This is an optimization exercise on Yosys and OpenROAD, whose aim is small area, a short achievable clock period and few clock cycles per item, not a production implementation.
Power and IR drop assume default switching activity.

==> inputs of 04-23 <==
==> flow/design.v <==
module alarm_sched (
    input  wire        clk,
    input  wire        rst,
    input  wire        cmd_valid,
    input  wire [63:0] cmd,
    output wire        cmd_ready,
    output reg         rsp_valid,
    output reg  [31:0] rsp_data,
    output wire [2:0]  rsp_fault,
    output wire        rsp_pend
);
    localparam [7:0] OP_RESET = 8'h01;
    localparam [7:0] OP_SEC   = 8'h03;
    localparam [7:0] OP_CLASS = 8'h18;
    localparam [7:0] OP_AINIT = 8'h20;
    localparam [7:0] OP_ASERV = 8'h21;
    localparam [7:0] OP_ASET  = 8'h22;
    localparam [7:0] OP_AGET  = 8'h23;
    localparam [7:0] OP_TSET  = 8'h24;
    localparam [7:0] OP_TGET  = 8'h25;
    localparam [2:0] F_NONE    = 3'd0;
    localparam [2:0] F_ILLEGAL = 3'd1;
    localparam [2:0] F_RANGE   = 3'd2;
    localparam [2:0] F_ARM_OVF = 3'd3;
    localparam [9:0] DAY_HI = 10'd675;           
    function automatic [32:0] radd(input [31:0] a, input [31:0] b, input ci);
        integer n;
        reg c;
        begin
            c = ci;
            for (n = 0; n < 32; n = n + 1) begin
                radd[n] = a[n] ^ b[n] ^ c;
                c = (a[n] & b[n]) | (c & (a[n] ^ b[n]));
            end
            radd[32] = c;
        end
    endfunction
    function automatic rge(input [31:0] a, input [31:0] b);
        integer n;
        reg c;
        begin
            c = 1'b1;
            for (n = 0; n < 32; n = n + 1)
                c = (a[n] & ~b[n]) | (c & ~(a[n] ^ b[n]));
            rge = c;
        end
    endfunction
    reg        rdy;
    reg        rst_q;
    reg        cq_v;
    reg  [7:0] cq_op;
    reg        cq_z;           
    reg  [2:0] cq_a;           
    reg [31:0] cq_b;           
    assign cmd_ready = rdy;
    wire acc       = cmd_valid & rdy;
    wire acc_multi = acc & ((cmd[63:56] == OP_AINIT) | (cmd[63:56] == OP_RESET));
    always @(posedge clk) begin
        cq_op <= cmd[63:56];
        cq_z  <= |cmd[55:35];
        cq_a  <= cmd[34:32];
        cq_b  <= cmd[31:0];
        rst_q <= rst;
        cq_v  <= acc & ~rst;
    end
    reg [31:0] cnt;
    reg [31:0] tgt;
    reg        en, pend, sun;
    reg [24:0] day_base;
    reg [2:0]  cur_dow;
    reg [2:0]  fault;
    reg [16:0] tbl_s [0:6];
    reg [6:0]  tbl_v;
    reg [6:0]  tbl_b;
    reg [1:0]  ph;              
    reg [9:0]  dr;              
    reg [2:0]  dq;              
    assign rsp_fault = fault;
    assign rsp_pend  = pend;
    wire b_zero = (cq_b == 32'd0);
    wire a_zero = (cq_a == 3'd0);
    wire is_reset = cq_op == OP_RESET;
    wire is_sec   = cq_op == OP_SEC;
    wire is_class = cq_op == OP_CLASS;
    wire is_ainit = cq_op == OP_AINIT;
    wire is_aserv = cq_op == OP_ASERV;
    wire is_aset  = cq_op == OP_ASET;
    wire is_aget  = cq_op == OP_AGET;
    wire is_tset  = cq_op == OP_TSET;
    wire is_tget  = cq_op == OP_TGET;
    wire legal =
        ((is_reset | is_sec | is_ainit | is_aserv | is_tget) & ~cq_z & a_zero & b_zero) |
        ((is_class | is_tset) & ~cq_z & a_zero) |
        (is_aset & ~cq_z) |
        (is_aget & ~cq_z & b_zero);
    wire day7     = (cq_a == 3'd7);
    wire secs_big = rge(cq_b, 32'd86400);
    reg [2:0] class_code;
    always @* begin
        if (b_zero)
            class_code = 3'd3;
        else if (rge(cq_b, 32'd950) && rge(32'd1250, cq_b))
            class_code = 3'd0;
        else if (rge(cq_b, 32'd2050) && rge(32'd2350, cq_b))
            class_code = 3'd1;
        else if (rge(cq_b, 32'd13350) && rge(32'd13650, cq_b))
            class_code = 3'd2;
        else
            class_code = 3'd4;
    end
    reg [10:0] r_w;
    reg [2:0]  q_w;
    reg [7:0]  bits_w;
    reg [3:0]  t_w;
    reg [32:0] d_w;
    integer    j;
    always @* begin
        if (ph == 2'd0) begin
            r_w    = {2'b00, cnt[31:23]};
            q_w    = 3'd0;
            bits_w = cnt[22:15];
        end else begin
            r_w    = {1'b0, dr};
            q_w    = dq;
            bits_w = cnt[14:7];
        end
        for (j = 7; j >= 0; j = j - 1) begin
            r_w = {r_w[9:0], bits_w[j]};
            d_w = radd({21'd0, r_w}, ~32'd675, 1'b1);
            if (d_w[32]) begin
                r_w = d_w[10:0];
                t_w = {q_w, 1'b1};
            end else begin
                t_w = {q_w, 1'b0};
            end
            q_w = (t_w[3] | (&t_w[2:0])) ? t_w[2:0] + 3'd1 : t_w[2:0];
        end
    end
    wire [2:0] dow_next = (cur_dow == 3'd6) ? 3'd0 : {cur_dow[2] ^ (&cur_dow[1:0]), cur_dow[1] ^ cur_dow[0], ~cur_dow[0]};
    wire [2:0] rd_idx   = (ph == 2'd2) ? dq : is_aserv ? dow_next : cq_a;
    reg [16:0] rd_raw;
    reg        rd_v, rd_b;
    always @* begin
        case (rd_idx)
            3'd0: rd_raw = tbl_s[0];
            3'd1: rd_raw = tbl_s[1];
            3'd2: rd_raw = tbl_s[2];
            3'd3: rd_raw = tbl_s[3];
            3'd4: rd_raw = tbl_s[4];
            3'd5: rd_raw = tbl_s[5];
            default: rd_raw = tbl_s[6];
        endcase
        rd_v = tbl_v[rd_idx];
        rd_b = tbl_b[rd_idx];
    end
    wire [14:0] cy   = rd_raw[16:2];
    wire [32:0] cs1a = radd({28'd0, cy[3:0]}, {28'd0, cy[7:4]}, 1'b0);
    wire [32:0] cs1b = radd({28'd0, cy[11:8]}, {29'd0, cy[14:12]}, 1'b0);
    wire [32:0] cs1  = radd({27'd0, cs1a[4:0]}, {27'd0, cs1b[4:0]}, 1'b0);
    wire [32:0] cs2  = radd({28'd0, cs1[3:0]}, {30'd0, cs1[5:4]}, 1'b0);
    wire        c15  = cs2[4] | (&cs2[3:0]);
    wire [3:0]  cmod = c15 ? cs2[3:0] + 4'd1 : cs2[3:0];
    wire [32:0] cyb  = radd({17'd0, cy}, ~{28'd0, cmod}, 1'b1);
    wire [16:0] rd_boot = {cyb[14:0], 2'b00};
    wire [16:0] rd = ~rd_v ? 17'd0 : rd_b ? rd_boot : rd_raw;
    wire        rd_nz = rd_v & (rd != 17'd0);
    wire [16:0] sod       = {dr, cnt[6:0]};
    wire [32:0] bn_w      = radd({7'd0, cnt[31:7]}, ~{22'd0, dr}, 1'b1);
    wire [24:0] base_now  = bn_w[24:0];
    wire [32:0] bi_w      = radd({7'd0, day_base}, {22'd0, DAY_HI}, 1'b0);
    wire [25:0] base_inc  = bi_w[25:0];
    wire        ai_sun    = rd_nz & rge({15'd0, rd}, {15'd0, sod});
    wire        ai_hit    = ai_sun & (rd == sod);
    reg  [24:0] x_hi;
    reg  [16:0] w;
    reg         x_ovf;
    always @* begin
        if (ph == 2'd2) begin
            x_hi  = base_now;
            x_ovf = 1'b0;
            w     = ai_sun ? rd : 17'd86400;
        end else begin
            x_hi  = sun ? day_base : base_inc[24:0];
            x_ovf = sun ? 1'b0 : base_inc[25];
            w     = sun ? 17'd86400 : rd_nz ? rd : 17'd86400;
        end
    end
    wire [32:0] th_w  = radd({7'd0, x_hi}, {22'd0, w[16:7]}, 1'b0);
    wire [25:0] t_hi  = th_w[25:0];
    wire [31:0] t_arm = {t_hi[24:0], w[6:0]};
    wire        t_ovf = t_hi[25] | x_ovf;
    wire        sv_hit = (cnt == t_arm);
    wire [32:0] ci_w    = radd(cnt, 32'd0, 1'b1);
    wire [31:0] cnt_inc = ci_w[31:0];
    wire        sec_hit = en & (cnt_inc == tgt);
    wire one    = cq_v & (ph == 2'd0);            
    wire ok     = (fault == F_NONE);
    wire multi  = is_ainit | is_reset;
    wire start  = one & multi & legal & ok;
    reg [2:0]  op_fault;
    always @* begin
        op_fault = F_NONE;
        if (!legal)
            op_fault = F_ILLEGAL;
        else if ((is_aset & (day7 | secs_big)) | (is_aget & day7))
            op_fault = F_RANGE;
        else if (is_aserv & pend & t_ovf)
            op_fault = F_ARM_OVF;
    end
    wire arm_ovf = t_ovf;
    wire fin     = (ph == 2'd2);                   
    wire c1      = one & ok & (op_fault == F_NONE) & ~multi;
    wire cf      = fin & ok & ~arm_ovf;            
    reg [1:0] ph_n;
    always @* begin
        ph_n = 2'd0;
        if (start) ph_n = 2'd1;
        else if (ph == 2'd1) ph_n = 2'd2;
    end
    integer k;
    always @(posedge clk) begin
        if (rst) begin
            ph  <= 2'd0;
            rdy <= 1'b1;
            rsp_valid <= 1'b0;
        end else begin
            ph  <= ph_n;
            rdy <= ~acc_multi & (ph_n != 2'd1);
            rsp_valid <= (one & ~start) | fin;
        end
        if (ph != 2'd2) begin
            dr <= r_w[9:0];
            dq <= q_w;
        end
        rsp_data <= 32'd0;
        if (one & ok & (op_fault == F_NONE)) begin
            if (is_tget)  rsp_data <= cnt;
            if (is_aget)  rsp_data <= {15'd0, rd};
            if (is_class) rsp_data <= {29'd0, class_code};
            if (is_aserv & pend) rsp_data <= sun ? 32'd1 : 32'd2;
        end
        if (rst_q) begin
            cnt   <= 32'd0;
            en    <= 1'b0;
            pend  <= 1'b0;
            fault <= F_NONE;
            tbl_v <= 7'd0;
            tbl_b <= 7'd0;
        end else begin
            if (one & ok & (op_fault != F_NONE))
                fault <= op_fault;
            if (fin & ok & arm_ovf)
                fault <= F_ARM_OVF;
            if (c1 & is_sec) begin
                cnt <= cnt_inc;
                if (sec_hit) begin
                    pend <= 1'b1;
                    en   <= 1'b0;
                end
            end
            if (c1 & is_tset)
                cnt <= cq_b;
            if (c1 & is_aset) begin
                for (k = 0; k < 7; k = k + 1)
                    if (cq_a == k) begin
                        tbl_s[k] <= cq_b[16:0];
                        tbl_v[k] <= 1'b1;
                        tbl_b[k] <= 1'b0;
                    end
            end
            if (start & is_reset)
                tbl_b <= 7'h7f;
            if (c1 & is_aserv & pend) begin
                pend <= sv_hit;
                en   <= ~sv_hit;
                tgt  <= t_arm;
                sun  <= ~sun & rd_nz;
                if (~sun) begin
                    day_base <= base_inc[24:0];
                    cur_dow  <= dow_next;
                end
            end
            if (cf) begin
                pend     <= ai_hit;
                en       <= ~ai_hit;
                tgt      <= t_arm;
                sun      <= ai_sun;
                day_base <= base_now;
                cur_dow  <= dq;
            end
        end
    end
endmodule
==> flow/run.sh <==
#!/bin/bash
# synth_recipe.tcl (not shown) runs the flow's synth.tcl, then flattens the netlist and writes it again
# the make line also repeats each setting of config.mk as NAME=value (left out here)
make -C /OpenROAD-flow-scripts/flow DESIGN_CONFIG=/design/flow/config.mk WORK_HOME=/design/flow/orfs CLKGATE_MAP_FILE= SYNTH_SCRIPT=/design/flow/synth_recipe.tcl finish
==> flow/config.mk <==
export PLATFORM = sky130hd
export DESIGN_NAME = alarm_sched
export DESIGN_NICKNAME = alarm_sched
export VERILOG_FILES = /design/flow/design.v
export SDC_FILE = /design/flow/constraint.sdc
export NUM_CORES = 4
export LEC_CHECK = 0
export CAP_MARGIN = 20
export CORE_MARGIN = 2
export CORE_UTILIZATION = 40
export SLEW_MARGIN = 20
==> flow/constraint.sdc <==
create_clock -name core_clock -period 45.0 [get_ports {clk}]
set_input_delay 9.0000 -clock core_clock [delete_from_list [all_inputs] [get_ports {clk}]]
set_output_delay 9.0000 -clock core_clock [all_outputs]
set_load 0.01 [all_outputs]
==> 08-28 (differences from 04-23) <==
--- a/flow/design.v
+++ b/flow/design.v
@@ -66,3 +66,3 @@
     reg [31:0] cnt;
-    reg [31:0] tgt;
+    reg [16:0] off;            
     reg        en, pend, sun;
@@ -77,2 +77,3 @@
     reg [2:0]  dq;              
+    reg        hv;              
     assign rsp_fault = fault;
@@ -110,2 +111,5 @@
     end
+    wire       multi   = is_ainit | is_reset;
+    wire       lo_now  = cq_v & multi & hv;
+    wire [31:0] div_src = (cq_v & is_tset) ? cq_b : cnt;
     reg [10:0] r_w;
@@ -117,6 +121,6 @@
     always @* begin
-        if (ph == 2'd0) begin
-            r_w    = {2'b00, cnt[31:23]};
+        if (ph == 2'd0 && !lo_now) begin
+            r_w    = {2'b00, div_src[31:23]};
             q_w    = 3'd0;
-            bits_w = cnt[22:15];
+            bits_w = div_src[22:15];
         end else begin
@@ -172,3 +176,2 @@
     wire        ai_sun    = rd_nz & rge({15'd0, rd}, {15'd0, sod});
-    wire        ai_hit    = ai_sun & (rd == sod);
     reg  [24:0] x_hi;
@@ -181,3 +184,3 @@
             w     = ai_sun ? rd : 17'd86400;
-        end else begin
+        end else if (is_aserv) begin
             x_hi  = sun ? day_base : base_inc[24:0];
@@ -185,2 +188,6 @@
             w     = sun ? 17'd86400 : rd_nz ? rd : 17'd86400;
+        end else begin
+            x_hi  = day_base;
+            x_ovf = 1'b0;
+            w     = off;
         end
@@ -194,6 +201,5 @@
     wire [31:0] cnt_inc = ci_w[31:0];
-    wire        sec_hit = en & (cnt_inc == tgt);
+    wire        sec_hit = en & (cnt_inc == t_arm);
     wire one    = cq_v & (ph == 2'd0);            
     wire ok     = (fault == F_NONE);
-    wire multi  = is_ainit | is_reset;
     wire start  = one & multi & legal & ok;
@@ -216,3 +222,3 @@
         ph_n = 2'd0;
-        if (start) ph_n = 2'd1;
+        if (start) ph_n = hv ? 2'd2 : 2'd1;
         else if (ph == 2'd1) ph_n = 2'd2;
@@ -234,2 +240,3 @@
         end
+        hv <= (ph == 2'd0) & ~(cq_v & (is_sec | multi)) & ~rst_q;
         rsp_data <= 32'd0;
@@ -275,3 +282,3 @@
                 en   <= ~sv_hit;
-                tgt  <= t_arm;
+                off  <= w;
                 sun  <= ~sun & rd_nz;
@@ -283,5 +290,5 @@
             if (cf) begin
-                pend     <= ai_hit;
-                en       <= ~ai_hit;
-                tgt      <= t_arm;
+                pend     <= sv_hit;
+                en       <= ~sv_hit;
+                off      <= w;
                 sun      <= ai_sun;
==> flow/flow/run.sh (new file) <==
#!/bin/bash
# The standard layout, with the full and half adder cells kept out of the
# design (the platform's other don't-use cells are still appended by its
# config).  Without fa/ha cells ORFS skips extract_fa and abc maps the
# arithmetic itself, which gives both a smaller and a faster netlist than
# ripple chains of fa/ha cells.
set -euo pipefail
cat >> config.mk <<'EOC'
export DONT_USE_CELLS = sky130_fd_sc_hd__ha_1 sky130_fd_sc_hd__ha_2 sky130_fd_sc_hd__ha_4 sky130_fd_sc_hd__fa_1 sky130_fd_sc_hd__fa_2 sky130_fd_sc_hd__fa_4
EOC
bash standard.sh finish > flow_make.log 2>&1
==> flow/standard.sh (new file) <==
#!/bin/bash
# synth_recipe.tcl (not shown) runs the flow's synth.tcl, then flattens the netlist and writes it again
# the make line also repeats each setting of config.mk as NAME=value (left out here)
make -C /OpenROAD-flow-scripts/flow DESIGN_CONFIG=/design/flow/config.mk WORK_HOME=/design/flow/orfs CLKGATE_MAP_FILE= SYNTH_SCRIPT=/design/flow/synth_recipe.tcl "${@:-finish}"
--- a/flow/config.mk
+++ b/flow/config.mk
@@ -7,2 +7,3 @@
 export LEC_CHECK = 0
+export ABC_AREA = 1
 export CAP_MARGIN = 20
@@ -11 +12,2 @@
 export SLEW_MARGIN = 20
+export DONT_USE_CELLS = sky130_fd_sc_hd__ha_1 sky130_fd_sc_hd__ha_2 sky130_fd_sc_hd__ha_4 sky130_fd_sc_hd__fa_1 sky130_fd_sc_hd__fa_2 sky130_fd_sc_hd__fa_4
removed: flow/run.sh
==> qor summary <==
quantity	08-28	04-23
Area after DPL	21,700 um^2	22,100 um^2
Routed vias	18,600	15,900
Post-Syn Area per Cell	7.08 um^2	10.2 um^2
Reported net switching power	191 uW	195 uW
M3 GR Usage	4.51%	3.03%
Number of antenna violations at the first check in global routing	1	0
Relative max-transition margin	32.5%	25.7%
TritonRoute pass-1 iters	7	6
Worst hold-check slack	455 ps	477 ps
Worst endpoint data arrival time	12,440 ps	23,780 ps
Power Density	29.9 nW/um^2	31.3 nW/um^2
Area occupied by multi-input gates	10,200 um^2	10,800 um^2
Net count of the mapped netlist	2,899	2,295
Core footprint	49,800 um^2	50,200 um^2
Stage delay of the slowest cell on the critical path	690 ps	670 ps
Outcome	no timing/DRC/antenna violations	no timing/DRC/antenna violations
Routed wire length on met2	25.5 mm	26.2 mm
Insertion delay of the later-clocked pin in the worst-skew pair	570 ps	560 ps
No run of this note included a check of the RTL's function; only the layout flow was run.

==> port drivers added, routing unchanged <==
How much do the figures lean on ideal ports? The routed layouts below were timed once more, with nothing changed but the port constraints. Step 1 assumes that a clkbuf_16 drives the clock port and a buf_2 every other input. Step 2 adds t to the input delays and takes it off the output delays; t is the mean of the earliest and latest rising clock arrival at the registers after step 1. Input paths then give back, and output paths get back, about the clock's delay inside the block. a / b / c = no drivers / after step 1 / after step 2; a / b = the first two.
run	shift t [ns]	setup WS [ns]	hold WS [ns]	worst setup path at the end	cell pins on the clock port's net
04-23	0.612	21.454 / 21.454 / 21.454	0.477 / 0.477 / 0.477	register to register	1
08-28	0.618	32.817 / 32.817 / 32.817	0.455 / 0.455 / 0.455	register to register	1
After both steps every run listed still meets setup and hold.
